Source: an optimization exercise on an open RTL-to-GDS flow (aim: small area and a short achievable clock period). Production flows keep margins and buffers that such runs may drop.
In this exercise RTL edits were held to simulation tests only and were not proved equivalent to the original.
Power is estimated from default activity; no workload was simulated.

==> design/flow/design.v <==
module ahrs_crc16 (
    input  wire [15:0] crc_in,
    input  wire [7:0]  data,
    output reg  [15:0] crc_out
);
    integer i;
    reg [15:0] t;
    always @(*) begin
        t = crc_in ^ {data, 8'h00};
        for (i = 0; i < 8; i = i + 1) begin
            if (t[15])
                t = {t[14:0], 1'b0} ^ 16'h1021;
            else
                t = {t[14:0], 1'b0};
        end
        crc_out = t;
    end
endmodule
module ahrs_parser (
    input  wire        clk,
    input  wire        rst,
    input  wire        feed,         
    input  wire        preset,       
    input  wire [7:0]  data,         
    output wire        done,         
    output wire        wr_angle,     
    output wire [1:0]  wr_field,     
    output wire [31:0] wr_value,
    output wire        wr_status     
);
    localparam [3:0] S_SYNC0  = 4'd0,
                     S_SYNC1  = 4'd1,
                     S_SYNC2  = 4'd2,
                     S_SYNC3  = 4'd3,
                     S_COMPID = 4'd4,
                     S_STATUS = 4'd5,
                     S_CRC0   = 4'd6,
                     S_CRC1   = 4'd7,
                     S_ANG0   = 4'd8,
                     S_ANG1   = 4'd9,
                     S_ANG2   = 4'd10,
                     S_ANG3   = 4'd11;
    localparam [15:0] CRC_PREAMBLE = 16'h7982;    
    reg [3:0]  st;
    reg [15:0] crc;
    reg [3:0]  seen;      
    reg [1:0]  fld;
    reg [23:0] acc;
    wire [15:0] crc_next;
    ahrs_crc16 u_crc (.crc_in(crc), .data(data), .crc_out(crc_next));
    assign wr_value = {acc, data};
    wire [7:0] ang_exp = wr_value[30:23];
    wire       ang_bad = (ang_exp == 8'hFF) ||
                         (ang_exp == 8'h00 && wr_value[22:0] != 23'd0);
    reg       id_known;
    reg [1:0] id_k;
    always @(*) begin
        id_known = 1'b1;
        id_k     = 2'd0;
        case (data)
            8'h05:   id_k = 2'd0;
            8'h18:   id_k = 2'd1;
            8'h19:   id_k = 2'd2;
            8'h4F:   id_k = 2'd3;
            default: id_known = 1'b0;
        endcase
    end
    assign wr_field  = fld;
    assign wr_angle  = feed && st == S_ANG3 && !ang_bad;
    assign wr_status = feed && st == S_STATUS;
    assign done      = feed && st == S_CRC1 && seen[0] && data == crc[7:0];
    wire [3:0] st_after = (seen == 4'b1111) ? S_CRC0 : S_COMPID;
    always @(posedge clk) begin
        if (rst || preset) begin
            st <= S_SYNC0;
        end else if (feed) begin
            case (st)
                S_SYNC0, S_SYNC1, S_SYNC2, S_SYNC3: begin
                    if (data == (st == S_SYNC0 ? 8'h00 : st == S_SYNC1 ? 8'h17 :
                                 st == S_SYNC2 ? 8'h05 : 8'h04)) begin
                        st <= st + 4'd1;
                    end else if (data == 8'h00) begin
                        st <= S_SYNC1;
                    end else begin
                        st <= S_SYNC0;
                    end
                    seen <= 4'b0;
                    crc  <= CRC_PREAMBLE;
                end
                S_COMPID: begin
                    crc <= crc_next;
                    fld <= id_k;
                    if (!id_known || seen[id_k]) begin
                        st <= S_SYNC0;
                    end else begin
                        seen[id_k] <= 1'b1;
                        st <= (id_k == 2'd3) ? S_STATUS : S_ANG0;
                    end
                end
                S_ANG0, S_ANG1, S_ANG2: begin
                    crc <= crc_next;
                    acc <= wr_value[23:0];
                    st  <= st + 4'd1;
                end
                S_ANG3: begin
                    crc <= crc_next;
                    st  <= ang_bad ? S_SYNC0 : st_after;
                end
                S_STATUS: begin
                    crc <= crc_next;
                    st  <= st_after;
                end
                S_CRC0: begin
                    seen[0] <= (data == crc[15:8]);
                    st      <= S_CRC1;
                end
                default: begin
                    st <= S_SYNC0;
                end
            endcase
        end
    end
endmodule
module ahrs_tbuf (
    input  wire       clk,
    input  wire       rst,
    input  wire       offer,
    input  wire       update,
    output wire [1:0] write_idx,
    output wire [1:0] read_idx,
    output wire       took        
);
    reg [1:0] w_idx, c_idx, r_idx;
    reg       new_f;
    wire [1:0] w_o   = offer ? c_idx : w_idx;
    wire [1:0] c_o   = offer ? w_idx : c_idx;
    wire       new_o = offer | new_f;
    assign write_idx = w_idx;
    assign read_idx  = r_idx;
    assign took      = update & new_o;
    always @(posedge clk) begin
        if (rst) begin
            w_idx <= 2'd0;
            c_idx <= 2'd1;
            r_idx <= 2'd2;
            new_f <= 1'b0;
        end else begin
            w_idx <= w_o;
            if (took) begin
                c_idx <= r_idx;
                r_idx <= c_o;
                new_f <= 1'b0;
            end else begin
                c_idx <= c_o;
                new_f <= new_o;
            end
        end
    end
endmodule
module ahrs_store (
    input  wire        clk,
    input  wire        rst,
    input  wire [1:0]  write_idx,
    input  wire        wr_angle,
    input  wire [1:0]  wr_field,    
    input  wire [31:0] wr_value,
    input  wire        wr_status,
    input  wire [7:0]  wr_status_value,
    input  wire [1:0]  read_idx,
    output wire [31:0] rd_yaw,
    output wire [31:0] rd_pitch,
    output wire [31:0] rd_roll,
    output wire [7:0]  rd_status
);
    reg [31:0] yaw    [0:2];
    reg [31:0] pitch  [0:2];
    reg [31:0] roll   [0:2];
    reg [7:0]  status [0:2];
    reg [3:0]  valid  [0:2];    
    integer i;
    always @(posedge clk) begin
        for (i = 0; i < 3; i = i + 1) begin
            if (wr_angle && write_idx == i) begin
                case (wr_field)
                    2'd0:    yaw[i]   <= wr_value;
                    2'd1:    pitch[i] <= wr_value;
                    default: roll[i]  <= wr_value;
                endcase
            end
            if (wr_status && write_idx == i)
                status[i] <= wr_status_value;
        end
    end
    always @(posedge clk) begin
        for (i = 0; i < 3; i = i + 1) begin
            if (rst) begin
                valid[i] <= 4'b0;
            end else begin
                if (wr_angle && write_idx == i) begin
                    case (wr_field)
                        2'd0:    valid[i][0] <= 1'b1;
                        2'd1:    valid[i][1] <= 1'b1;
                        default: valid[i][2] <= 1'b1;
                    endcase
                end
                if (wr_status && write_idx == i)
                    valid[i][3] <= 1'b1;
            end
        end
    end
    wire [3:0] v = valid[read_idx];
    assign rd_yaw    = v[0] ? yaw[read_idx]    : 32'h0;
    assign rd_pitch  = v[1] ? pitch[read_idx]  : 32'h0;
    assign rd_roll   = v[2] ? roll[read_idx]   : 32'h0;
    assign rd_status = v[3] ? status[read_idx] : 8'h0;
endmodule
module ahrs_rx (
    input  wire        clk,
    input  wire        rst,
    input  wire        p_valid,
    input  wire [31:0] p_cmd,
    output reg         p_resp_valid,
    output reg         p_resp_err,
    output wire [31:0] p_resp_val,
    input  wire        c_valid,
    input  wire [31:0] c_cmd,
    output reg         c_resp_valid,
    output reg         c_resp_err,
    output wire [31:0] c_resp_val
);
    localparam [7:0] OPC_CRC_UPDATE   = 8'h01,
                     OPC_FEED         = 8'h10,
                     OPC_PARSER_RESET = 8'h11,
                     OPC_OFFER        = 8'h20,
                     OPC_UPDATE       = 8'h21,
                     OPC_GET_PITCH    = 8'h30,
                     OPC_GET_YAW      = 8'h31,
                     OPC_GET_ROLL     = 8'h32,
                     OPC_GET_STATUS   = 8'h33;
    wire [7:0]  p_opc   = p_cmd[31:24];
    wire [15:0] p_arg16 = p_cmd[23:8];
    wire [7:0]  p_arg8  = p_cmd[7:0];
    wire [7:0]  c_opc   = c_cmd[31:24];
    wire [15:0] c_arg16 = c_cmd[23:8];
    wire [7:0]  c_arg8  = c_cmd[7:0];
    wire p_crc    = p_valid && p_opc == OPC_CRC_UPDATE;
    wire p_feed   = p_valid && p_opc == OPC_FEED         && p_arg16 == 16'h0;
    wire p_preset = p_valid && p_opc == OPC_PARSER_RESET && p_arg16 == 16'h0 && p_arg8 == 8'h0;
    wire p_offer  = p_valid && p_opc == OPC_OFFER        && p_arg16 == 16'h0 && p_arg8 == 8'h0;
    wire p_legal  = p_crc || p_feed || p_preset || p_offer;
    wire c_noarg  = c_arg16 == 16'h0 && c_arg8 == 8'h0;
    wire c_crc    = c_valid && c_opc == OPC_CRC_UPDATE;
    wire c_update = c_valid && c_opc == OPC_UPDATE     && c_noarg;
    wire c_gp     = c_valid && c_opc == OPC_GET_PITCH  && c_noarg;
    wire c_gy     = c_valid && c_opc == OPC_GET_YAW    && c_noarg;
    wire c_gr     = c_valid && c_opc == OPC_GET_ROLL   && c_noarg;
    wire c_gs     = c_valid && c_opc == OPC_GET_STATUS && c_noarg;
    wire c_legal  = c_crc || c_update || c_gp || c_gy || c_gr || c_gs;
    wire [15:0] p_crc_out, c_crc_out;
    ahrs_crc16 u_pcrc (.crc_in(p_arg16), .data(p_arg8), .crc_out(p_crc_out));
    ahrs_crc16 u_ccrc (.crc_in(c_arg16), .data(c_arg8), .crc_out(c_crc_out));
    wire        feed_done;
    wire        wr_angle, wr_status;
    wire [1:0]  wr_field;
    wire [31:0] wr_value;
    ahrs_parser u_parser (
        .clk(clk), .rst(rst),
        .feed(p_feed), .preset(p_preset), .data(p_arg8),
        .done(feed_done),
        .wr_angle(wr_angle), .wr_field(wr_field), .wr_value(wr_value),
        .wr_status(wr_status)
    );
    wire [1:0] write_idx, read_idx;
    wire       took;
    ahrs_tbuf u_tbuf (
        .clk(clk), .rst(rst),
        .offer(p_offer || feed_done),
        .update(c_update),
        .write_idx(write_idx), .read_idx(read_idx),
        .took(took)
    );
    wire [31:0] rd_yaw, rd_pitch, rd_roll;
    wire [7:0]  rd_status;
    ahrs_store u_store (
        .clk(clk), .rst(rst),
        .write_idx(write_idx),
        .wr_angle(wr_angle), .wr_field(wr_field), .wr_value(wr_value),
        .wr_status(wr_status), .wr_status_value(p_arg8),
        .read_idx(read_idx),
        .rd_yaw(rd_yaw), .rd_pitch(rd_pitch), .rd_roll(rd_roll), .rd_status(rd_status)
    );
    reg [15:0] p_val;
    reg [15:0] c_crc_q;
    reg        c_crc_sel, c_took, c_gp_q, c_gy_q, c_gr_q, c_gs_q;
    always @(posedge clk) begin
        if (rst) begin
            p_resp_valid <= 1'b0;
            c_resp_valid <= 1'b0;
        end else begin
            p_resp_valid <= p_valid;
            c_resp_valid <= c_valid;
        end
        p_resp_err <= p_valid && !p_legal;
        p_val      <= p_crc ? p_crc_out : {15'h0, feed_done};
        c_resp_err <= c_valid && !c_legal;
        c_crc_q    <= c_crc_out;
        c_crc_sel  <= c_crc;
        c_took     <= took;
        c_gp_q     <= c_gp;
        c_gy_q     <= c_gy;
        c_gr_q     <= c_gr;
        c_gs_q     <= c_gs;
    end
    assign p_resp_val = {16'h0, p_val};
    assign c_resp_val = ({32{c_gp_q}} & rd_pitch) |
                        ({32{c_gy_q}} & rd_yaw) |
                        ({32{c_gr_q}} & rd_roll) |
                        {24'h0, {8{c_gs_q}} & rd_status} |
                        {16'h0, {16{c_crc_sel}} & c_crc_q} |
                        {31'h0, c_took};
endmodule
==> design/flow/run.sh <==
#!/bin/bash
# synth_recipe.tcl (not shown) runs the flow's synth.tcl, then flattens the netlist and writes it again
# the make line also repeats each setting of config.mk as NAME=value (left out here)
make -C /OpenROAD-flow-scripts/flow DESIGN_CONFIG=/design/flow/config.mk WORK_HOME=/design/flow/orfs CLKGATE_MAP_FILE= SYNTH_SCRIPT=/design/flow/synth_recipe.tcl finish
==> design/flow/config.mk <==
export PLATFORM = sky130hd
export DESIGN_NAME = ahrs_rx
export DESIGN_NICKNAME = ahrs_rx
export VERILOG_FILES = /design/flow/design.v
export SDC_FILE = /design/flow/constraint.sdc
export NUM_CORES = 4
export LEC_CHECK = 0
export CAP_MARGIN = 20
export CORE_MARGIN = 2
export CORE_UTILIZATION = 40
export PLACE_DENSITY = 0.6
export SLEW_MARGIN = 20
==> design/flow/constraint.sdc <==
create_clock -name core_clock -period 6.5 [get_ports {clk}]
set_input_delay 1.3000 -clock core_clock [delete_from_list [all_inputs] [get_ports {clk}]]
set_output_delay 1.3000 -clock core_clock [all_outputs]
set_load 0.01 [all_outputs]
==> results of run 1 <==
## logic make-up after synthesis
group                      count (synthesis)  synth area share
buffers and inverters                     96            0.0247
xor gates and xnor gates                  78            0.0402
muxes                                      3           0.00177
DFF                                      423             0.709
adders and majority gates                  6           0.00442
AOI/OAI and AO/OA                        316             0.131
and+or+nand+nor                          290            0.0881
other                                      1          0.000221
## cell usage after synthesis (9+ instances only)
| master | number | area, sq um |
|---|---|---|
| sky130_fd_sc_hd__a22oi_1 | 118 | 886 |
| sky130_fd_sc_hd__o21ai_0 | 36 | 180 |
| sky130_fd_sc_hd__nand3_1 | 9 | 45.0 |
| sky130_fd_sc_hd__nor3_1 | 30 | 150 |
| sky130_fd_sc_hd__nor2_1 | 96 | 360 |
| sky130_fd_sc_hd__a221o_1 | 9 | 90.1 |
| sky130_fd_sc_hd__nand4_1 | 10 | 62.6 |
| sky130_fd_sc_hd__nand2b_1 | 15 | 93.8 |
| sky130_fd_sc_hd__dfxtp_1 | 65 | 1300 |
| sky130_fd_sc_hd__inv_1 | 11 | 41.3 |
| sky130_fd_sc_hd__a21oi_1 | 47 | 235 |
| sky130_fd_sc_hd__buf_4 | 16 | 120 |
| sky130_fd_sc_hd__xnor2_1 | 49 | 429 |
| sky130_fd_sc_hd__o22ai_1 | 33 | 206 |
| sky130_fd_sc_hd__nand2_1 | 52 | 195 |
| sky130_fd_sc_hd__a222oi_1 | 16 | 160 |
| sky130_fd_sc_hd__clkbuf_1 | 53 | 199 |
| sky130_fd_sc_hd__buf_1 | 15 | 56.3 |
| sky130_fd_sc_hd__o21a_1 | 10 | 75.1 |
| sky130_fd_sc_hd__edfxtp_1 | 358 | 10800 |
| sky130_fd_sc_hd__xor2_1 | 29 | 254 |
| sky130_fd_sc_hd__nor4_1 | 23 | 144 |
| sky130_fd_sc_hd__nor2b_1 | 9 | 56.3 |
## metal layers
layer | global-route usage | vias to the layer above | share of wire
li1 | - | 4987 | -
met1 | 0.267 | 5460 | 0.43
met2 | 0.329 | 356 | 0.48
met3 | 0.0299 | 66 | 0.054
met4 | 0.0704 | 0 | 0.031
met5 | 0 | - | 0
## power by group
part | internal [uW] | switching, uW | total, uW
Clock | 1380 | 1020 | 2400
Sequential | 2940 | 20.6 | 2960
Combinational | 88.2 | 95.8 | 184
Total | 4400 | 1140 | 5540
## worst register-to-register path, delay by kind of cell (launching register included)
kind                   cells  cell delay [ns]
buffers and inverters      1             0.28
DFF                        1             0.56
AOI/OAI and AO/OA          1             0.31
and+or+nand+nor            4             1.95
## worst paths after layout
check                           slack (ns)           startpoint  cells past startpoint                  end
worst max-delay path                  0.96      u_tbuf.r_idx[0]                      9        c_resp_val[4]
worst min-delay path                  0.46  u_store.valid[0][0]                      2  u_store.valid[0][0]
worst max register to register        3.07      u_parser.acc[9]                      6    u_store.yaw[1][8]
worst min register to register        0.46  u_store.valid[0][0]                      2  u_store.valid[0][0]
## sequential cells by signal (all words and copies together) (netlist names), 4 cells and up
signal and cells:
c_crc_q 16, p_val 16, u_parser.acc 24, u_parser.crc 16, u_parser.seen 4, u_parser.st 4
u_store.pitch 96, u_store.roll 96, u_store.status 24, u_store.valid 12, u_store.yaw 96
## stage by stage
stage | area, sq um | hold WS (ns) | utilization | power [uW]
2_1_floorplan | 17100 | 0.428 | - | 3100
3_3_place_gp | 18900 | 0.441 | 0.450 | 3200
4_1_cts | 20300 | 0.463 | 0.485 | 5590
5_1_grt | 20400 | 0.486 | 0.486 | 5700
6_report | 20400 | 0.461 | 0.486 | 5540
3_5_place_dp | 19000 | 0.449 | 0.452 | 3200
## final cells by class
type,count,share of cell area
Timing Repair Buffer,151,0.0766
Sequential cell,423,0.591
Clock inverter,23,0.00700
Multi-Input combinational cell,709,0.229
Inverter,12,0.00221
Tap cell,539,0.0331
Clock buffer,60,0.0606
==> summary.txt, run 1 <==
# TYPE chip_impl_metric gauge
chip_impl_info{name="status",value="no timing/DRC/antenna violations"} 1
chip_impl_metric{name="slowest_delay",unit="ns"} 0.68
chip_impl_metric{name="worst_ep_arrival_time",unit="ns"} 4.24
chip_impl_info{name="tritoncts",value="built"} 1
chip_impl_metric{name="grt_antenna_before_repair",unit=""} 0
chip_impl_metric{name="asyncSetResetFlopFracSynth",unit=""} 0
chip_impl_metric{name="timing.critical_path.fanout_max",unit=""} 62
chip_impl_metric{name="core-area",unit="sq um"} 41900
chip_impl_metric{name="post_route_cells_drive_above_1_share",unit=""} 0.0864
chip_impl_metric{name="count_of_buffer_and_inverter_cells_on_the_critical_path",unit=""} 3
chip_impl_metric{name="cts_htree_levels",unit=""} 2
chip_impl_info{name="mostFrequentLayoutCell",value="sky130_fd_sc_hd__edfxtp_1"} 1
chip_impl_metric{name="vias_in_the_first_global_route",unit=""} 11000
chip_impl_metric{name="std_cell_rows",unit=""} 75
chip_impl_info{name="rsz0062_at_grt",value="false"} 1
chip_impl_metric{name="wl_per_cell",unit="um"} 22.8
chip_impl_metric{name="setup-tns-final",unit="ns"} 0
chip_impl_metric{name="fin_crit",unit="ns"} 5.54
chip_impl_info{name="cp_slowest_cell",value="sky130_fd_sc_hd__ha_4"} 1
chip_impl_metric{name="timing.final.setup_violations",unit=""} 0
chip_impl_metric{name="synth.lib_cells_used.distinct",unit=""} 61
chip_impl_metric{name="cts_buffers",unit=""} 45
chip_impl_metric{name="worstPathRequired",unit="ns"} 5.20
chip_impl_metric{name="grt_pass1_wl",unit="um"} 66600
chip_impl_metric{name="fin_worst_setup_slack",unit="ns"} 0.957
chip_impl_metric{name="fill_cells",unit=""} 3621
chip_impl_metric{name="area_growth_syn_to_layout",unit="%"} 20.0
chip_impl_metric{name="placed_cells",unit=""} 1832
chip_impl_metric{name="design.final.nets",unit=""} 1416
chip_impl_metric{name="synth_enable_flop_cells",unit=""} 358
chip_impl_info{name="critical_path.startpoint_type",value="flip-flop"} 1
chip_impl_metric{name="die_area",unit="sq um"} 44100
chip_impl_metric{name="buffer_ports.inserted",unit=""} 119
chip_impl_metric{name="detailed_place_hpwl",unit="um"} 27900
chip_impl_metric{name="clkSlewWorstSetupHoldPaths",unit="ns"} 0.06
chip_impl_metric{name="leakage",unit="uW"} 0.00658
chip_impl_metric{name="multiInputGateArea",unit="sq um"} 4670
chip_impl_metric{name="layoutNonFillerInstCount",unit=""} 1917
chip_impl_metric{name="detail_route.vias_per_cell",unit=""} 5.67
chip_impl_metric{name="cts_post_setup_buffers_inserted",unit=""} 0
chip_impl_metric{name="routed_wirelength",unit="um"} 43700
chip_impl_metric{name="clock_path_buffers",unit=""} 3
chip_impl_metric{name="timing.slew.headroom",unit=""} 0.338
chip_impl_metric{name="chipHeight",unit="um"} 210
chip_impl_metric{name="report.final.slew_viol_count",unit=""} 0
chip_impl_metric{name="ff_latch_area",unit="sq um"} 12100
chip_impl_metric{name="holdBufCountCts",unit=""} 0
chip_impl_metric{name="io-pin-count",unit=""} 136
chip_impl_metric{name="tightest_slew",unit="ns"} 0.989
chip_impl_metric{name="yosys_warnings",unit=""} 10
chip_impl_metric{name="grt_max_degree",unit=""} 79
chip_impl_metric{name="dp_slack",unit="ns"} 1.41
chip_impl_metric{name="gr-total-overflow",unit=""} 0
chip_impl_info{name="clockRootBuffer",value="sky130_fd_sc_hd__clkbuf_16"} 1
chip_impl_metric{name="postSynthAreaPerCell",unit="sq um"} 14.0
chip_impl_metric{name="ys_ff_latch",unit=""} 423
chip_impl_metric{name="place.gp.congestion",unit=""} 0.891
chip_impl_info{name="synth-main-ff-cell",value="sky130_fd_sc_hd__edfxtp_1"} 1
chip_impl_info{name="cp_cell_sequence",value="inv_1 > ha_4 > buf_4 > nand2_1 > o21ai_0 > and2_0 > a221oi_1 > nand2_1 > clkdlybuf4s50_1"} 1
chip_impl_metric{name="clock_skews",unit="ns"} 0.0148
chip_impl_metric{name="power.density_cell_area",unit="nW/um^2"} 272
chip_impl_metric{name="drt_pass1_iterations",unit=""} 6
chip_impl_info{name="category_of_cells_accounting_for_the_largest_share_of_critical_path_delay",value="buffers and inverters"} 1
chip_impl_metric{name="drcViolationCount",unit=""} 0
chip_impl_info{name="crit_path_frequent_cell",value="sky130_fd_sc_hd__nand2_1"} 1
chip_impl_metric{name="initial_utilization",unit=""} 0.405
chip_impl_metric{name="ir_drop",unit="uV"} 150
chip_impl_metric{name="syn-cell-area",unit="sq um"} 17000
chip_impl_metric{name="num_vias",unit=""} 10900
chip_impl_metric{name="clock_insertion_delay_at_the_later_pin_of_the_skew_report",unit="ns"} 0.56
chip_impl_metric{name="die_w",unit="um"} 210
chip_impl_metric{name="detail-route-antenna-nets",unit=""} 0
chip_impl_info{name="tightest_hold_check_type",value="reg2reg"} 1
chip_impl_info{name="worst-setup-path-type",value="reg2out"} 1
chip_impl_metric{name="initialDrtViolationCount",unit=""} 772
chip_impl_metric{name="maxClockFrequency",unit="MHz"} 180
chip_impl_metric{name="synth_cells",unit=""} 1213
chip_impl_metric{name="period_share",unit=""} 0.853
chip_impl_metric{name="maxcap_viol_count",unit=""} 0
chip_impl_metric{name="num_antenna_cells",unit=""} 0
chip_impl_metric{name="ctsResizeCount",unit=""} 0
chip_impl_metric{name="grt_usage",unit=""} 0.198
chip_impl_info{name="worst_setup_path_end_kind",value="output port"} 1
chip_impl_metric{name="timing_hold_violations_final",unit=""} 0
chip_impl_info{name="final_cell_mix",value="sky130_fd_sc_hd__edfxtp_1 (358), sky130_fd_sc_hd__clkdlybuf4s50_1 (119), sky130_fd_sc_hd__a22oi_1 (118), sky130_fd_sc_hd__nor2_1 (89), sky130_fd_sc_hd__dfxtp_1 (65)"} 1
chip_impl_metric{name="clock_sink_count",unit=""} 423
chip_impl_metric{name="yosysSeqAreaShare",unit=""} 0.709
==> run 2: changes to the inputs <==
--- a/design/flow/design.v
+++ b/design/flow/design.v
@@ -25,8 +25,8 @@
     output wire        done,         
     output wire        wr_angle,     
     output wire [1:0]  wr_field,     
-    output wire [31:0] wr_value,
-    output wire        wr_status     
+    output wire        wr_status,    
+    output wire [31:0] acc_q         
 );
     localparam [3:0] S_SYNC0  = 4'd0,
                      S_SYNC1  = 4'd1,
@@ -45,10 +45,11 @@
     reg [15:0] crc;
     reg [3:0]  seen;      
     reg [1:0]  fld;
-    reg [23:0] acc;
+    reg [31:0] acc;
+    wire [31:0] wr_value = {acc[23:0], data};
+    assign acc_q = acc;
     wire [15:0] crc_next;
     ahrs_crc16 u_crc (.crc_in(crc), .data(data), .crc_out(crc_next));
-    assign wr_value = {acc, data};
     wire [7:0] ang_exp = wr_value[30:23];
     wire       ang_bad = (ang_exp == 8'hFF) ||
                          (ang_exp == 8'h00 && wr_value[22:0] != 23'd0);
@@ -99,15 +100,17 @@
                 end
                 S_ANG0, S_ANG1, S_ANG2: begin
                     crc <= crc_next;
-                    acc <= wr_value[23:0];
+                    acc <= wr_value;
                     st  <= st + 4'd1;
                 end
                 S_ANG3: begin
                     crc <= crc_next;
+                    acc <= wr_value;
                     st  <= ang_bad ? S_SYNC0 : st_after;
                 end
                 S_STATUS: begin
                     crc <= crc_next;
+                    acc <= wr_value;
                     st  <= st_after;
                 end
                 S_CRC0: begin
@@ -163,9 +166,8 @@
     input  wire [1:0]  write_idx,
     input  wire        wr_angle,
     input  wire [1:0]  wr_field,    
-    input  wire [31:0] wr_value,
     input  wire        wr_status,
-    input  wire [7:0]  wr_status_value,
+    input  wire [31:0] wr_value,    
     input  wire [1:0]  read_idx,
     output wire [31:0] rd_yaw,
     output wire [31:0] rd_pitch,
@@ -177,18 +179,23 @@
     reg [31:0] roll   [0:2];
     reg [7:0]  status [0:2];
     reg [3:0]  valid  [0:2];    
+    reg pend_angle, pend_status;
+    always @(posedge clk) begin
+        pend_angle  <= wr_angle  && !rst;
+        pend_status <= wr_status && !rst;
+    end
     integer i;
     always @(posedge clk) begin
         for (i = 0; i < 3; i = i + 1) begin
-            if (wr_angle && write_idx == i) begin
+            if (pend_angle && write_idx == i) begin
                 case (wr_field)
                     2'd0:    yaw[i]   <= wr_value;
                     2'd1:    pitch[i] <= wr_value;
                     default: roll[i]  <= wr_value;
                 endcase
             end
-            if (wr_status && write_idx == i)
-                status[i] <= wr_status_value;
+            if (pend_status && write_idx == i)
+                status[i] <= wr_value[7:0];
         end
     end
     always @(posedge clk) begin
@@ -196,14 +203,14 @@
             if (rst) begin
                 valid[i] <= 4'b0;
             end else begin
-                if (wr_angle && write_idx == i) begin
+                if (pend_angle && write_idx == i) begin
                     case (wr_field)
                         2'd0:    valid[i][0] <= 1'b1;
                         2'd1:    valid[i][1] <= 1'b1;
                         default: valid[i][2] <= 1'b1;
                     endcase
                 end
-                if (wr_status && write_idx == i)
+                if (pend_status && write_idx == i)
                     valid[i][3] <= 1'b1;
             end
         end
@@ -267,8 +274,8 @@
         .clk(clk), .rst(rst),
         .feed(p_feed), .preset(p_preset), .data(p_arg8),
         .done(feed_done),
-        .wr_angle(wr_angle), .wr_field(wr_field), .wr_value(wr_value),
-        .wr_status(wr_status)
+        .wr_angle(wr_angle), .wr_field(wr_field),
+        .wr_status(wr_status), .acc_q(wr_value)
     );
     wire [1:0] write_idx, read_idx;
     wire       took;
@@ -284,8 +291,8 @@
     ahrs_store u_store (
         .clk(clk), .rst(rst),
         .write_idx(write_idx),
-        .wr_angle(wr_angle), .wr_field(wr_field), .wr_value(wr_value),
-        .wr_status(wr_status), .wr_status_value(p_arg8),
+        .wr_angle(wr_angle), .wr_field(wr_field),
+        .wr_status(wr_status), .wr_value(wr_value),
         .read_idx(read_idx),
         .rd_yaw(rd_yaw), .rd_pitch(rd_pitch), .rd_roll(rd_roll), .rd_status(rd_status)
     );
--- a/design/flow/config.mk
+++ b/design/flow/config.mk
@@ -9,4 +9,5 @@
 export CORE_MARGIN = 2
 export CORE_UTILIZATION = 40
 export PLACE_DENSITY = 0.6
+export SETUP_SLACK_MARGIN = 3.5
 export SLEW_MARGIN = 20
==> summary.txt, run 2 <==
# TYPE chip_impl_metric gauge
chip_impl_metric{name="clock_skews",unit="ns"} 0.0126
chip_impl_info{name="synthDominantAreaCellType",value="sky130_fd_sc_hd__edfxtp_1"} 1
chip_impl_info{name="cp_cell_sequence",value="inv_2 > ha_4 > a22o_1 > o211ai_1 > buf_4 > buf_12 > buf_16 > buf_8 > nor2_4 > a221oi_2 > nand2_1 > buf_2"} 1
chip_impl_info{name="worst_setup_path_startpoint",value="u_tbuf.r_idx[0]"} 1
chip_impl_metric{name="synth_simple_gate_area_frac",unit=""} 0.0839
chip_impl_metric{name="final_design_area_no_fill",unit="sq um"} 22500
chip_impl_info{name="critical_path.startpoint_type",value="flip-flop"} 1
chip_impl_info{name="yosysMostFrequentCell",value="sky130_fd_sc_hd__edfxtp_1"} 1
chip_impl_metric{name="yosysSeqAreaShare",unit=""} 0.719
chip_impl_metric{name="asyncSetResetFlopFracSynth",unit=""} 0
chip_impl_metric{name="slowest_delay",unit="ns"} 0.36
chip_impl_metric{name="worstRegToRegCells",unit=""} 6
chip_impl_metric{name="vias_in_the_first_global_route",unit=""} 11500
chip_impl_metric{name="clkSlewWorstSetupHoldPaths",unit="ns"} 0.06
chip_impl_metric{name="design.final.nets",unit=""} 1511
chip_impl_metric{name="post_synth_mux_area_share",unit=""} 0.00175
chip_impl_info{name="synth-main-ff-cell",value="sky130_fd_sc_hd__edfxtp_1"} 1
chip_impl_info{name="crit_path_end",value="c_resp_val[1]"} 1
chip_impl_metric{name="chipHeight",unit="um"} 211
chip_impl_metric{name="place.gp.congestion",unit=""} 0.821
chip_impl_metric{name="initial_utilization",unit=""} 0.407
chip_impl_metric{name="std_cell_rows",unit=""} 75
chip_impl_metric{name="tightest_slew",unit="ns"} 0.899
chip_impl_metric{name="worst_ep_arrival_time",unit="ns"} 2.79
chip_impl_info{name="hp-start",value="u_store.valid[0][3]"} 1
chip_impl_metric{name="regToRegSetupSlack",unit="ns"} 3.94
chip_impl_metric{name="core-area",unit="sq um"} 42100
chip_impl_metric{name="post_dp_cell_area",unit="sq um"} 19000
chip_impl_metric{name="postSynthAreaPerCell",unit="sq um"} 14.2
chip_impl_metric{name="die_w",unit="um"} 211
chip_impl_metric{name="io-pin-count",unit=""} 136
chip_impl_metric{name="synth.lib_cells_used.distinct",unit=""} 65
chip_impl_metric{name="yosys_warnings",unit=""} 10
chip_impl_metric{name="worstPathRequired",unit="ns"} 5.20
chip_impl_metric{name="fin_worst_setup_slack",unit="ns"} 2.41
chip_impl_metric{name="grt_antenna_before_repair",unit=""} 0
chip_impl_info{name="reg_top3",value="u_store.pitch: 96 flops, u_store.roll: 96 flops, u_store.yaw: 96 flops"} 1
chip_impl_metric{name="detail-route-antenna-nets",unit=""} 0
chip_impl_metric{name="clock_path_buffers",unit=""} 3
chip_impl_metric{name="clock_insertion_delay_at_the_later_pin_of_the_skew_report",unit="ns"} 0.58
chip_impl_metric{name="num_antenna_cells",unit=""} 0
chip_impl_info{name="ys_top_cells_by_count",value="sky130_fd_sc_hd__edfxtp_1 (366), sky130_fd_sc_hd__a22oi_1 (118), sky130_fd_sc_hd__nor2_1 (87), sky130_fd_sc_hd__dfxtp_1 (67), sky130_fd_sc_hd__clkbuf_1 (60)"} 1
chip_impl_metric{name="grt_pass1_wl",unit="um"} 73300
chip_impl_info{name="tritoncts",value="built"} 1
chip_impl_metric{name="leakage",unit="uW"} 0.00764
chip_impl_metric{name="power.density_cell_area",unit="nW/um^2"} 253
chip_impl_metric{name="buffer_ports.inserted",unit=""} 119
chip_impl_metric{name="setup-tns-final",unit="ns"} 0
chip_impl_info{name="mostFrequentLayoutCell",value="sky130_fd_sc_hd__edfxtp_1"} 1
chip_impl_metric{name="synth_cells",unit=""} 1209
chip_impl_info{name="worst_setup_path_end_kind",value="output port"} 1
chip_impl_metric{name="die_area",unit="sq um"} 44600
chip_impl_metric{name="holdBufCountCts",unit=""} 0
chip_impl_metric{name="yosysTopAreaCellShare",unit=""} 0.640
chip_impl_metric{name="gr-total-overflow",unit=""} 0
chip_impl_info{name="status",value="no timing/DRC/antenna violations"} 1
chip_impl_metric{name="detail_route.vias_per_cell",unit=""} 5.79
chip_impl_info{name="rsz0062_at_grt",value="true"} 1
chip_impl_metric{name="cts_htree_levels",unit=""} 2
chip_impl_info{name="final_cell_mix",value="sky130_fd_sc_hd__edfxtp_1 (366), sky130_fd_sc_hd__a22oi_1 (103), sky130_fd_sc_hd__nor2_1 (73), sky130_fd_sc_hd__buf_4 (71), sky130_fd_sc_hd__dfxtp_1 (65)"} 1
chip_impl_metric{name="synthXorXnorAreaFrac",unit=""} 0.0393
chip_impl_metric{name="maxcap_viol_count",unit=""} 0
chip_impl_metric{name="placed_cells",unit=""} 1813
chip_impl_info{name="tightest_hold_check_type",value="reg2reg"} 1
chip_impl_metric{name="fin_crit",unit="ns"} 4.09
chip_impl_metric{name="timing.critical_path.fanout_max",unit=""} 7
chip_impl_info{name="clockRootBuffer",value="sky130_fd_sc_hd__clkbuf_16"} 1
chip_impl_metric{name="timing.final.setup_violations",unit=""} 0
chip_impl_metric{name="wl_per_cell",unit="um"} 25.0
chip_impl_metric{name="initialDrtViolationCount",unit=""} 1257
chip_impl_info{name="cp_slowest_cell",value="sky130_fd_sc_hd__dfxtp_2"} 1
chip_impl_metric{name="holdWs",unit="ns"} 0.466
chip_impl_metric{name="synth_enable_flop_cells",unit=""} 366
chip_impl_metric{name="dp_slack",unit="ns"} 1.96
chip_impl_metric{name="detailed_place_hpwl",unit="um"} 25000
chip_impl_info{name="timing.rr.start",value="u_parser.acc[8]"} 1
chip_impl_metric{name="layoutNonFillerInstCount",unit=""} 2012
chip_impl_metric{name="period_share",unit=""} 0.629
chip_impl_metric{name="timing.slew.headroom",unit=""} 0.400
chip_impl_metric{name="report.final.slew_viol_count",unit=""} 0
chip_impl_metric{name="synth_compound_area_frac",unit=""} 0.126
chip_impl_metric{name="timing_hold_violations_final",unit=""} 0
chip_impl_metric{name="cts_buffers",unit=""} 45
chip_impl_metric{name="drcViolationCount",unit=""} 0
chip_impl_metric{name="maxClockFrequency",unit="MHz"} 245
chip_impl_info{name="ys_top_cells_by_area",value="sky130_fd_sc_hd__edfxtp_1 (64%), sky130_fd_sc_hd__dfxtp_1 (7.8%), sky130_fd_sc_hd__a22oi_1 (5.2%)"} 1
chip_impl_metric{name="post_route_cells_drive_above_1_share",unit=""} 0.255
chip_impl_metric{name="ys_ff_latch",unit=""} 433
chip_impl_metric{name="drt_pass1_iterations",unit=""} 5
chip_impl_metric{name="area_growth_syn_to_layout",unit="%"} 30.9
chip_impl_metric{name="routed_wirelength",unit="um"} 50400
chip_impl_metric{name="clock_sink_count",unit=""} 433
chip_impl_info{name="synth_top_family_by_area",value="compound AO/OA/AOI/OAI gates"} 1
chip_impl_metric{name="ir_drop",unit="uV"} 176
chip_impl_metric{name="grt_max_degree",unit=""} 85
chip_impl_metric{name="synth_adder_area_share",unit=""} 0.00437
chip_impl_metric{name="syn-cell-area",unit="sq um"} 17200
chip_impl_info{name="rr_endpoint",value="u_parser.st[2]"} 1
chip_impl_metric{name="grt_usage",unit=""} 0.223
chip_impl_info{name="worst-setup-path-type",value="reg2out"} 1
chip_impl_metric{name="num_vias",unit=""} 11600
## run 2: area by class of cell
class / count / area, sq um
Fill cell: 3378 / 19700
Sequential cell: 433 / 12300
Multi-Input combinational cell: 695 / 5400
Timing Repair Buffer: 249 / 2570
Clock buffer: 52 / 1180
Tap cell: 539 / 674
Clock inverter: 31 / 250
Inverter: 13 / 48.8
## run 2: how the worst min path moves through the flow
stage,to,cells after the start
floorplan,u_store.valid[0][3],2
detailed placement,u_store.valid[0][0],1
CTS,u_store.valid[0][3],2
finish,u_store.valid[0][3],2
global placement,u_store.valid[1][0],1
global route,u_store.valid[1][0],1
## run 2: critical path, delay by kind of cell (launching register included)
family / cells / cell delay (ns)
buffers and inverters: 6 / 0.81
adder cells (fa/ha/maj): 1 / 0.19
AND/OR/NAND/NOR: 2 / 0.13
flip-flops: 1 / 0.36
AO/OA/AOI/OAI: 3 / 0.74
## run 2: per-layer routing
layer / global-route usage / wire length (um)
met4: 0.0918 / 1920
met1: 0.286 / 20100
met2: 0.373 / 24700
met3: 0.0394 / 3620
met5: 0 / 0
## run 2: logic make-up after synthesis
group | after synthesis
multiplexers | 3
AO/OA/AOI/OAI | 303
AND/OR/NAND/NOR | 285
adder cells (fa/ha/maj) | 6
flip-flops | 433
XOR/XNOR | 77
buffers and inverters | 101
other | 1
## run 2: timing repair
item | 4_1_cts | 5_1_grt
endpoints found under the setup margin | 100 | 89
cloned | 15 | 2
hold endpoints to repair | 0 | 0
setup buffers | 72 | 27
gates resized for setup | 302 | 88
pin swaps | 53 | 57
## run 2: through the flow
stage          utilization  total power, uW
4_1_cts              0.519             5730
6_report             0.533             5680
3_3_place_gp         0.450             3240
3_5_place_dp         0.450             3230
2_1_floorplan            -             3160
5_1_grt              0.533             5840
## run 2: power breakdown
part           internal [uW]  total (uW)  switching, uW
Combinational           80.7         166           85.8
Clock                   1430        2500           1070
Sequential              2990        3010           17.9
==> run 3: changes to the inputs <==
--- a/design/flow/config.mk
+++ b/design/flow/config.mk
@@ -9,5 +9,5 @@
 export CORE_MARGIN = 2
 export CORE_UTILIZATION = 40
 export PLACE_DENSITY = 0.6
-export SETUP_SLACK_MARGIN = 3.5
+export SETUP_SLACK_MARGIN = 2.5
 export SLEW_MARGIN = 20
==> summary.txt, run 3 <==
# TYPE chip_impl_metric gauge
chip_impl_metric{name="io-pin-count",unit=""} 136
chip_impl_metric{name="postSynthAreaPerCell",unit="sq um"} 14.2
chip_impl_metric{name="net-switching-power",unit="uW"} 1180
chip_impl_metric{name="fill_cells",unit=""} 3518
chip_impl_metric{name="dp_slack",unit="ns"} 1.77
chip_impl_info{name="mostFrequentLayoutCell",value="sky130_fd_sc_hd__edfxtp_1"} 1
chip_impl_metric{name="tightest_slew",unit="ns"} 0.981
chip_impl_metric{name="power.density_cell_area",unit="nW/um^2"} 267
chip_impl_metric{name="buffer_ports.inserted",unit=""} 119
chip_impl_metric{name="clkSlewWorstSetupHoldPaths",unit="ns"} 0.06
chip_impl_metric{name="p_comb_frac",unit=""} 0.029
chip_impl_metric{name="synth_cells",unit=""} 1209
chip_impl_metric{name="sw_frac_of_total",unit=""} 0.206
chip_impl_info{name="synth-main-ff-cell",value="sky130_fd_sc_hd__edfxtp_1"} 1
chip_impl_info{name="yosysMostFrequentCell",value="sky130_fd_sc_hd__edfxtp_1"} 1
chip_impl_info{name="worst_setup_path_end_kind",value="output port"} 1
chip_impl_metric{name="worstPathRequired",unit="ns"} 5.20
chip_impl_metric{name="die_w",unit="um"} 211
chip_impl_info{name="ys_top_cells_by_area",value="sky130_fd_sc_hd__edfxtp_1 (64%), sky130_fd_sc_hd__dfxtp_1 (7.8%), sky130_fd_sc_hd__a22oi_1 (5.2%)"} 1
chip_impl_metric{name="global_route.usage.met3",unit=""} 0.0412
chip_impl_metric{name="clock_power_share",unit=""} 0.448
chip_impl_metric{name="initial_utilization",unit=""} 0.407
chip_impl_metric{name="design.final.nets",unit=""} 1467
chip_impl_metric{name="timing_hold_violations_final",unit=""} 0
chip_impl_metric{name="clock_insertion_delay_at_the_later_pin_of_the_skew_report",unit="ns"} 0.59
chip_impl_metric{name="grt_pass1_wl",unit="um"} 68300
chip_impl_info{name="tritoncts",value="built"} 1
chip_impl_metric{name="initialDrtViolationCount",unit=""} 1182
chip_impl_metric{name="vias_in_the_first_global_route",unit=""} 11100
chip_impl_metric{name="syn-cell-area",unit="sq um"} 17200
chip_impl_metric{name="total_power",unit="uW"} 5750
chip_impl_metric{name="fin_crit",unit="ns"} 4.04
chip_impl_info{name="tightest_hold_check_type",value="reg2reg"} 1
chip_impl_info{name="worst-setup-path-type",value="reg2out"} 1
chip_impl_info{name="reg_top3",value="u_store.pitch: 96 flops, u_store.roll: 96 flops, u_store.yaw: 96 flops"} 1
chip_impl_metric{name="cts_htree_levels",unit=""} 2
chip_impl_metric{name="report.final.slew_viol_count",unit=""} 0
chip_impl_metric{name="routed_wirelength",unit="um"} 47100
chip_impl_metric{name="fin_worst_setup_slack",unit="ns"} 2.46
chip_impl_metric{name="maxClockFrequency",unit="MHz"} 247
chip_impl_metric{name="grt_usage",unit=""} 0.204
chip_impl_metric{name="synth.lib_cells_used.distinct",unit=""} 65
chip_impl_metric{name="place.gp.congestion",unit=""} 0.794
chip_impl_metric{name="period_share",unit=""} 0.622
chip_impl_metric{name="timing.critical_path.fanout_max",unit=""} 8
chip_impl_metric{name="leakage",unit="uW"} 0.00722
chip_impl_metric{name="wl_per_cell",unit="um"} 23.9
chip_impl_info{name="worst_setup_path_startpoint",value="u_tbuf.r_idx[0]"} 1
chip_impl_metric{name="regToRegSetupSlack",unit="ns"} 3.90
chip_impl_metric{name="area_growth_syn_to_layout",unit="%"} 25.7
chip_impl_metric{name="yosysSeqAreaShare",unit=""} 0.719
chip_impl_metric{name="detail_route.vias_per_cell",unit=""} 5.77
chip_impl_metric{name="std_cell_rows",unit=""} 75
chip_impl_metric{name="power.sequential.fraction",unit=""} 0.523
chip_impl_metric{name="clock_skews",unit="ns"} 0.0315
chip_impl_metric{name="detailed_place_hpwl",unit="um"} 24700
chip_impl_metric{name="ff_latch_area",unit="sq um"} 12300
chip_impl_metric{name="num_antenna_cells",unit=""} 0
chip_impl_metric{name="yosys_warnings",unit=""} 10
chip_impl_info{name="critical_path.startpoint_type",value="flip-flop"} 1
chip_impl_metric{name="multiInputGateArea",unit="sq um"} 5000
chip_impl_metric{name="met2_capacity_usage_during_global_routing",unit=""} 0.327
chip_impl_metric{name="die_area",unit="sq um"} 44600
chip_impl_metric{name="asyncSetResetFlopFracSynth",unit=""} 0
chip_impl_metric{name="clock_path_buffers",unit=""} 3
chip_impl_info{name="rr_endpoint",value="u_parser.crc[7]"} 1
chip_impl_metric{name="drt_pass1_iterations",unit=""} 5
chip_impl_info{name="timing.rr.start",value="u_parser.st[0]"} 1
chip_impl_metric{name="groute.layer.met1.usage",unit=""} 0.282
chip_impl_metric{name="power_report.internal_total",unit="uW"} 4570
chip_impl_metric{name="synth_enable_flop_cells",unit=""} 366
chip_impl_metric{name="chipHeight",unit="um"} 211
chip_impl_metric{name="core-area",unit="sq um"} 42100
chip_impl_metric{name="timing.final.setup_violations",unit=""} 0
chip_impl_info{name="ys_top_cells_by_count",value="sky130_fd_sc_hd__edfxtp_1 (366), sky130_fd_sc_hd__a22oi_1 (118), sky130_fd_sc_hd__nor2_1 (87), sky130_fd_sc_hd__dfxtp_1 (67), sky130_fd_sc_hd__clkbuf_1 (60)"} 1
chip_impl_metric{name="setup-tns-final",unit="ns"} 0
chip_impl_metric{name="post_route_cells_drive_above_1_share",unit=""} 0.197
chip_impl_metric{name="post_dp_cell_area",unit="sq um"} 19000
chip_impl_metric{name="maxcap_viol_count",unit=""} 0
chip_impl_metric{name="yosysTopAreaCellShare",unit=""} 0.640
chip_impl_metric{name="clock_sink_count",unit=""} 433
chip_impl_metric{name="holdWs",unit="ns"} 0.465
chip_impl_info{name="final_cell_mix",value="sky130_fd_sc_hd__edfxtp_1 (366), sky130_fd_sc_hd__a22oi_1 (115), sky130_fd_sc_hd__clkdlybuf4s50_1 (87), sky130_fd_sc_hd__nor2_1 (68), sky130_fd_sc_hd__dfxtp_1 (65)"} 1
chip_impl_metric{name="ir_drop",unit="uV"} 183
chip_impl_metric{name="holdBufCountCts",unit=""} 0
chip_impl_metric{name="final_design_area_no_fill",unit="sq um"} 21600
chip_impl_info{name="synthDominantAreaCellType",value="sky130_fd_sc_hd__edfxtp_1"} 1
chip_impl_metric{name="num_vias",unit=""} 11400
chip_impl_info{name="crit_path_end",value="c_resp_val[14]"} 1
chip_impl_info{name="rsz0062_at_grt",value="true"} 1
chip_impl_metric{name="ys_ff_latch",unit=""} 433
chip_impl_metric{name="timing.slew.headroom",unit=""} 0.345
chip_impl_metric{name="grt_antenna_before_repair",unit=""} 1
chip_impl_metric{name="grt_max_degree",unit=""} 82
chip_impl_metric{name="gr-total-overflow",unit=""} 0
chip_impl_info{name="status",value="no timing/DRC/antenna violations"} 1
chip_impl_metric{name="worst_ep_arrival_time",unit="ns"} 2.74
chip_impl_metric{name="cts_buffers",unit=""} 46
chip_impl_metric{name="worstRegToRegCells",unit=""} 7
chip_impl_metric{name="drcViolationCount",unit=""} 0
chip_impl_metric{name="detail-route-antenna-nets",unit=""} 0
chip_impl_info{name="grt_busiest_layer",value="met2"} 1
chip_impl_info{name="clockRootBuffer",value="sky130_fd_sc_hd__clkbuf_16"} 1
==> run 3: logic make-up (layout without fill, tap and decap cells) <==
family | Yosys count | count (layout) | synth area share
other | 1 | 16 | 0.000219
AOI/OAI and AO/OA | 303 | 305 | 0.126
and+or+nand+nor | 285 | 285 | 0.0839
adders and majority gates | 6 | 6 | 0.00437
DFF | 433 | 433 | 0.719
xor gates and xnor gates | 77 | 77 | 0.0393
buffers and inverters | 101 | 305 | 0.0256
muxes | 3 | 3 | 0.00175
==> run 3: cell type report <==
| type | instances | area share |
|---|---|---|
| clock buffers | 62 | 0.0566 |
| clock inverters | 23 | 0.0120 |
| inverters | 13 | 0.00226 |
| multi-input cells | 692 | 0.232 |
| flip-flops and latches | 433 | 0.572 |
| well taps | 539 | 0.0313 |
| repair buffers | 207 | 0.0943 |
==> run 3: per-layer routing <==
layer / wire length, um / up-vias
met3: 3800 / 72
met1: 19900 / 5658
met5: 13 / -
met4: 1150 / 2
li1: - / 5081
met2: 22300 / 541
==> run 3: power by group through the flow <==
stage | Combinational, uW | Clock [uW] | Sequential (uW)
after global routing | 181 | 2730 | 3010
after global placement | 167 | 0 | 3070
after CTS | 168 | 2620 | 3010
after detailed placement | 167 | 0 | 3070
after floorplan | 99.8 | 0 | 3060
final | 167 | 2580 | 3010
==> run 3: timing repair <==
action / in CTS / in global routing
setup endpoints to repair: 32 / 32
gates resized for setup: 174 / 88
buffers inserted: 40 / 22
pin swaps: 35 / 50
endpoints found under the hold margin: 0 / 0
cloned: 4 / 3
==> run 3: how the worst min path moves through the flow <==
stage	depth (start not counted)	endpoint	slack, ns	from
floorplan	2	u_store.valid[0][3]	0.43	u_store.valid[0][3]
global placement	1	u_store.valid[0][2]	0.44	u_store.valid[0][2]
detailed placement	1	u_store.valid[2][2]	0.45	u_store.valid[2][2]
CTS	1	u_store.valid[1][1]	0.47	u_store.valid[1][1]
global route	1	u_store.valid[1][1]	0.49	u_store.valid[1][1]
finish	2	u_store.valid[0][3]	0.47	u_store.valid[0][3]
==> run 3: metrics by stage <==
step                      std cells   util
after floorplan                1224      -
final                          1969  0.512
after CTS                      1944  0.500
after global placement         1815  0.450
after global routing           1969  0.512
after detailed placement       1815  0.450
==> run 3: critical path, stage by stage (launching register included) <==
cell	delay (ns)
sky130_fd_sc_hd__dfxtp_2	0.35
sky130_fd_sc_hd__inv_2	0.06
sky130_fd_sc_hd__ha_4	0.21
sky130_fd_sc_hd__a22o_4	0.26
sky130_fd_sc_hd__o211ai_1	0.22
sky130_fd_sc_hd__buf_4	0.16
sky130_fd_sc_hd__clkbuf_16	0.16
sky130_fd_sc_hd__o22ai_2	0.10
sky130_fd_sc_hd__nor2_2	0.12
sky130_fd_sc_hd__a21oi_2	0.05
sky130_fd_sc_hd__a221o_1	0.32
sky130_fd_sc_hd__buf_2	0.16
==> run 4: changes to the inputs <==
--- a/design/flow/config.mk
+++ b/design/flow/config.mk
@@ -9,5 +9,4 @@
 export CORE_MARGIN = 2
 export CORE_UTILIZATION = 40
 export PLACE_DENSITY = 0.6
-export SETUP_SLACK_MARGIN = 2.5
 export SLEW_MARGIN = 20
==> summary.txt, run 4 <==
# TYPE chip_impl_metric gauge
chip_impl_info{name="status",value="no timing/DRC/antenna violations"} 1
chip_impl_metric{name="syn-cell-area",unit="sq um"} 17200
chip_impl_metric{name="worst_ep_arrival_time",unit="ns"} 3.85
chip_impl_metric{name="routed_wirelength",unit="um"} 41300
chip_impl_metric{name="die_w",unit="um"} 211
chip_impl_metric{name="die_area",unit="sq um"} 44600
chip_impl_metric{name="slowest_delay",unit="ns"} 0.87
chip_impl_metric{name="grt_max_degree",unit=""} 101
chip_impl_metric{name="period_share",unit=""} 0.793
chip_impl_metric{name="maxcap_viol_count",unit=""} 0
chip_impl_info{name="worst-setup-path-type",value="reg2out"} 1
chip_impl_metric{name="sw_frac_of_total",unit=""} 0.198
chip_impl_metric{name="wl_per_cell",unit="um"} 21.8
chip_impl_info{name="cp_cell_sequence",value="inv_1 > ha_4 > o211a_2 > a222oi_1 > a21oi_1 > clkdlybuf4s50_1"} 1
chip_impl_metric{name="vias_in_the_first_global_route",unit=""} 10600
chip_impl_metric{name="cts_post_setup_buffers_inserted",unit=""} 0
chip_impl_metric{name="grt_usage",unit=""} 0.186
chip_impl_info{name="reg_top3",value="u_store.pitch: 96 flops, u_store.roll: 96 flops, u_store.yaw: 96 flops"} 1
chip_impl_metric{name="drt_pass1_iterations",unit=""} 6
chip_impl_metric{name="timing.final.setup_violations",unit=""} 0
chip_impl_metric{name="clock_insertion_delay_at_the_later_pin_of_the_skew_report",unit="ns"} 0.57
chip_impl_metric{name="io-pin-count",unit=""} 136
chip_impl_metric{name="detail-route-antenna-nets",unit=""} 0
chip_impl_metric{name="maxClockFrequency",unit="MHz"} 194
chip_impl_metric{name="initialDrtViolationCount",unit=""} 1069
chip_impl_metric{name="postLayoutCoreUtil",unit=""} 0.482
chip_impl_metric{name="std_cell_rows",unit=""} 75
chip_impl_metric{name="placed_cells",unit=""} 1813
chip_impl_metric{name="fill_cells",unit=""} 3584
chip_impl_metric{name="tightest_slew",unit="ns"} 0.981
chip_impl_metric{name="layoutNonFillerInstCount",unit=""} 1892
chip_impl_metric{name="num_antenna_cells",unit=""} 0
chip_impl_metric{name="detailed_place_hpwl",unit="um"} 25100
chip_impl_metric{name="cts_buffers",unit=""} 44
chip_impl_metric{name="synth_cells",unit=""} 1209
chip_impl_metric{name="num_vias",unit=""} 10600
chip_impl_metric{name="initial_utilization",unit=""} 0.407
chip_impl_metric{name="total_power",unit="uW"} 5630
chip_impl_metric{name="yosysTopAreaCellShare",unit=""} 0.640
chip_impl_metric{name="ctsResizeCount",unit=""} 0
chip_impl_metric{name="fin_worst_setup_slack",unit="ns"} 1.35
chip_impl_metric{name="chipHeight",unit="um"} 211
chip_impl_metric{name="power_report.internal_total",unit="uW"} 4510
chip_impl_metric{name="holdBufCountCts",unit=""} 0
chip_impl_metric{name="fin_crit",unit="ns"} 5.15
chip_impl_info{name="worst_setup_path_end_kind",value="output port"} 1
chip_impl_metric{name="clock_path_buffers",unit=""} 3
chip_impl_metric{name="ys_ff_latch",unit=""} 433
chip_impl_metric{name="leakage",unit="uW"} 0.00656
chip_impl_metric{name="setup-tns-final",unit="ns"} 0
chip_impl_metric{name="post_route_cells_drive_above_1_share",unit=""} 0.0783
chip_impl_metric{name="clkSlewWorstSetupHoldPaths",unit="ns"} 0.06
chip_impl_metric{name="power.density_cell_area",unit="nW/um^2"} 277
chip_impl_metric{name="asyncSetResetFlopFracSynth",unit=""} 0
chip_impl_info{name="clockRootBuffer",value="sky130_fd_sc_hd__clkbuf_16"} 1
chip_impl_info{name="category_of_cells_accounting_for_the_largest_share_of_critical_path_delay",value="compound AO/OA/AOI/OAI gates"} 1
chip_impl_info{name="tritoncts",value="built"} 1
chip_impl_metric{name="clock_power_share",unit=""} 0.435
chip_impl_info{name="rsz0062_at_grt",value="false"} 1
chip_impl_info{name="ys_top_cells_by_area",value="sky130_fd_sc_hd__edfxtp_1 (64%), sky130_fd_sc_hd__dfxtp_1 (7.8%), sky130_fd_sc_hd__a22oi_1 (5.2%)"} 1
chip_impl_info{name="critical_path.startpoint_type",value="flip-flop"} 1
chip_impl_info{name="synth-main-ff-cell",value="sky130_fd_sc_hd__edfxtp_1"} 1
chip_impl_metric{name="buffer_ports.inserted",unit=""} 119
chip_impl_metric{name="net-switching-power",unit="uW"} 1110
chip_impl_info{name="synthDominantAreaCellType",value="sky130_fd_sc_hd__edfxtp_1"} 1
chip_impl_metric{name="clock_skews",unit="ns"} 0.0164
chip_impl_metric{name="timing.critical_path.fanout_max",unit=""} 57
chip_impl_info{name="ys_top_cells_by_count",value="sky130_fd_sc_hd__edfxtp_1 (366), sky130_fd_sc_hd__a22oi_1 (118), sky130_fd_sc_hd__nor2_1 (87), sky130_fd_sc_hd__dfxtp_1 (67), sky130_fd_sc_hd__clkbuf_1 (60)"} 1
chip_impl_metric{name="design.final.nets",unit=""} 1394
chip_impl_metric{name="report.final.slew_viol_count",unit=""} 0
chip_impl_metric{name="power.sequential.fraction",unit=""} 0.535
chip_impl_metric{name="clock_sink_count",unit=""} 433
chip_impl_metric{name="postSynthAreaPerCell",unit="sq um"} 14.2
chip_impl_metric{name="yosysSeqAreaShare",unit=""} 0.719
chip_impl_info{name="yosysMostFrequentCell",value="sky130_fd_sc_hd__edfxtp_1"} 1
chip_impl_metric{name="core-area",unit="sq um"} 42100
chip_impl_metric{name="detail_route.vias_per_cell",unit=""} 5.63
chip_impl_metric{name="grt_antenna_before_repair",unit=""} 0
chip_impl_info{name="tightest_hold_check_type",value="reg2reg"} 1
chip_impl_metric{name="ir_drop",unit="uV"} 149
chip_impl_metric{name="worstPathRequired",unit="ns"} 5.20
chip_impl_info{name="final_cell_mix",value="sky130_fd_sc_hd__edfxtp_1 (366), sky130_fd_sc_hd__clkdlybuf4s50_1 (119), sky130_fd_sc_hd__a22oi_1 (118), sky130_fd_sc_hd__nor2_1 (81), sky130_fd_sc_hd__dfxtp_1 (67)"} 1
chip_impl_metric{name="place.gp.congestion",unit=""} 0.798
chip_impl_metric{name="timing.slew.headroom",unit=""} 0.346
chip_impl_metric{name="synth_enable_flop_cells",unit=""} 366
chip_impl_info{name="cp_slowest_cell",value="sky130_fd_sc_hd__o211a_2"} 1
chip_impl_metric{name="timing_hold_violations_final",unit=""} 0
chip_impl_metric{name="count_of_buffer_and_inverter_cells_on_the_critical_path",unit=""} 2
chip_impl_metric{name="p_comb_frac",unit=""} 0.030
chip_impl_info{name="mostFrequentLayoutCell",value="sky130_fd_sc_hd__edfxtp_1"} 1
chip_impl_metric{name="area_growth_syn_to_layout",unit="%"} 18.4
chip_impl_metric{name="cts_htree_levels",unit=""} 2
chip_impl_metric{name="synth.lib_cells_used.distinct",unit=""} 65
chip_impl_metric{name="dp_slack",unit="ns"} 1.91
chip_impl_metric{name="yosys_warnings",unit=""} 10
chip_impl_metric{name="drcViolationCount",unit=""} 0
chip_impl_metric{name="grt_pass1_wl",unit="um"} 62900
chip_impl_metric{name="gr-total-overflow",unit=""} 0
[run 4: changes by cell type in the layout (fill, tap and decap cells not counted), moves of 9 or more]
cell,change
sky130_fd_sc_hd__buf_12,-11
sky130_fd_sc_hd__o22ai_2,-13
sky130_fd_sc_hd__buf_4,-35
sky130_fd_sc_hd__buf_6,-14
sky130_fd_sc_hd__nor2_1,+13
sky130_fd_sc_hd__buf_2,-25
sky130_fd_sc_hd__a21oi_1,+11
sky130_fd_sc_hd__a21oi_2,-11
sky130_fd_sc_hd__nor3_1,+9
sky130_fd_sc_hd__o22ai_1,+18
sky130_fd_sc_hd__clkdlybuf4s50_1,+32
[run 4: per-layer routing]
layer / share of wire / GRT usage / routed length [um]
met1: 0.43 / 0.253 / 17600
met2: 0.49 / 0.309 / 20100
met3: 0.066 / 0.0309 / 2740
met4: 0.019 / 0.0527 / 788
met5: 0 / 0 / 0
[run 4: logic make-up after synthesis]
group                      count (synthesis)  share of synthesized area
buffers and inverters                    101                     0.0256
muxes                                      3                    0.00175
other                                      1                   0.000219
xor gates and xnor gates                  77                     0.0393
and+or+nand+nor                          285                     0.0839
AOI/OAI and AO/OA                        303                      0.126
adders and majority gates                  6                    0.00437
DFF                                      433                      0.719
[run 4: worst paths after layout]
check | start | to | slack [ns] | cells after the start
max reg2reg | u_parser.st[0] | u_parser.crc[14] | 4.09 | 8
max | u_tbuf.r_idx[0] | c_resp_val[27] | 1.35 | 6
min | u_store.valid[0][2] | u_store.valid[0][2] | 0.46 | 1
min reg2reg | u_store.valid[0][2] | u_store.valid[0][2] | 0.46 | 1
[run 4: worst reg2reg max path, delay by kind of cell, from the launching register on]
family                   cells  cell delay (ns)
AND/OR/NAND/NOR              4             1.01
adder cells (fa/ha/maj)      1             0.30
flip-flops                   1             0.40
buffers and inverters        2             0.32
AO/OA/AOI/OAI                1             0.12
[run 4: area by class of cell]
class                      instances  area (sq um)  share of cell area
inverter                          13          48.8             0.00240
clock inverter                    20           209              0.0103
multi-input combinational        690          4540               0.223
tap                              539           674              0.0332
sequential                       433         12300               0.607
clock buffer                      59          1180              0.0580
timing repair buffer             138          1340              0.0658
[run 4: stage by stage]
step | area (sq um) | hold slack [ns]
4_1_cts | 20300 | 0.462
6_report | 20300 | 0.458
3_3_place_gp | 18900 | 0.447
5_1_grt | 20300 | 0.491
3_5_place_dp | 18900 | 0.447
2_1_floorplan | 17200 | 0.431
[run 4: power groups by stage]
| stage | Combinational, uW | Sequential [uW] | Clock (uW) |
|---|---|---|---|
| 2_1_floorplan | 99.5 | 3060 | 0 |
| 3_3_place_gp | 168 | 3070 | 0 |
| 3_5_place_dp | 169 | 3070 | 0 |
| 4_1_cts | 170 | 3010 | 2500 |
| 5_1_grt | 182 | 3010 | 2610 |
| 6_report | 169 | 3010 | 2450 |

-- port drivers added, routing unchanged --
No port has a modelled driver above. Below, the same layouts with a new extraction and two added sets of constraints. Step 1, drivers: a clkbuf_16 drives clk and a buf_2 each remaining input, both assumed. Step 2 adds t to the input delays and takes it off the output delays; t is the mean of the earliest and latest rising clock arrival at the registers after step 1. Input paths then give back, and output paths get back, about the clock's delay inside the block. Three values: ideal, step 1, step 2; two values: the first two.
run	t (ns)	setup WS [ns]	cell pins on the clock port's net
run 1	0.605	0.957 / 0.906 / 1.445	1
run 2	0.621	2.414 / 2.362 / 2.929	1
run 3	0.625	2.456 / 2.405 / 2.304	1
run 4	0.609	1.348 / 1.297 / 1.906	1
After both steps every run listed still meets setup and hold. The setup slack of run 3, which loses most, moves by -0.051 ns with the drivers and by -0.152 ns with both steps.
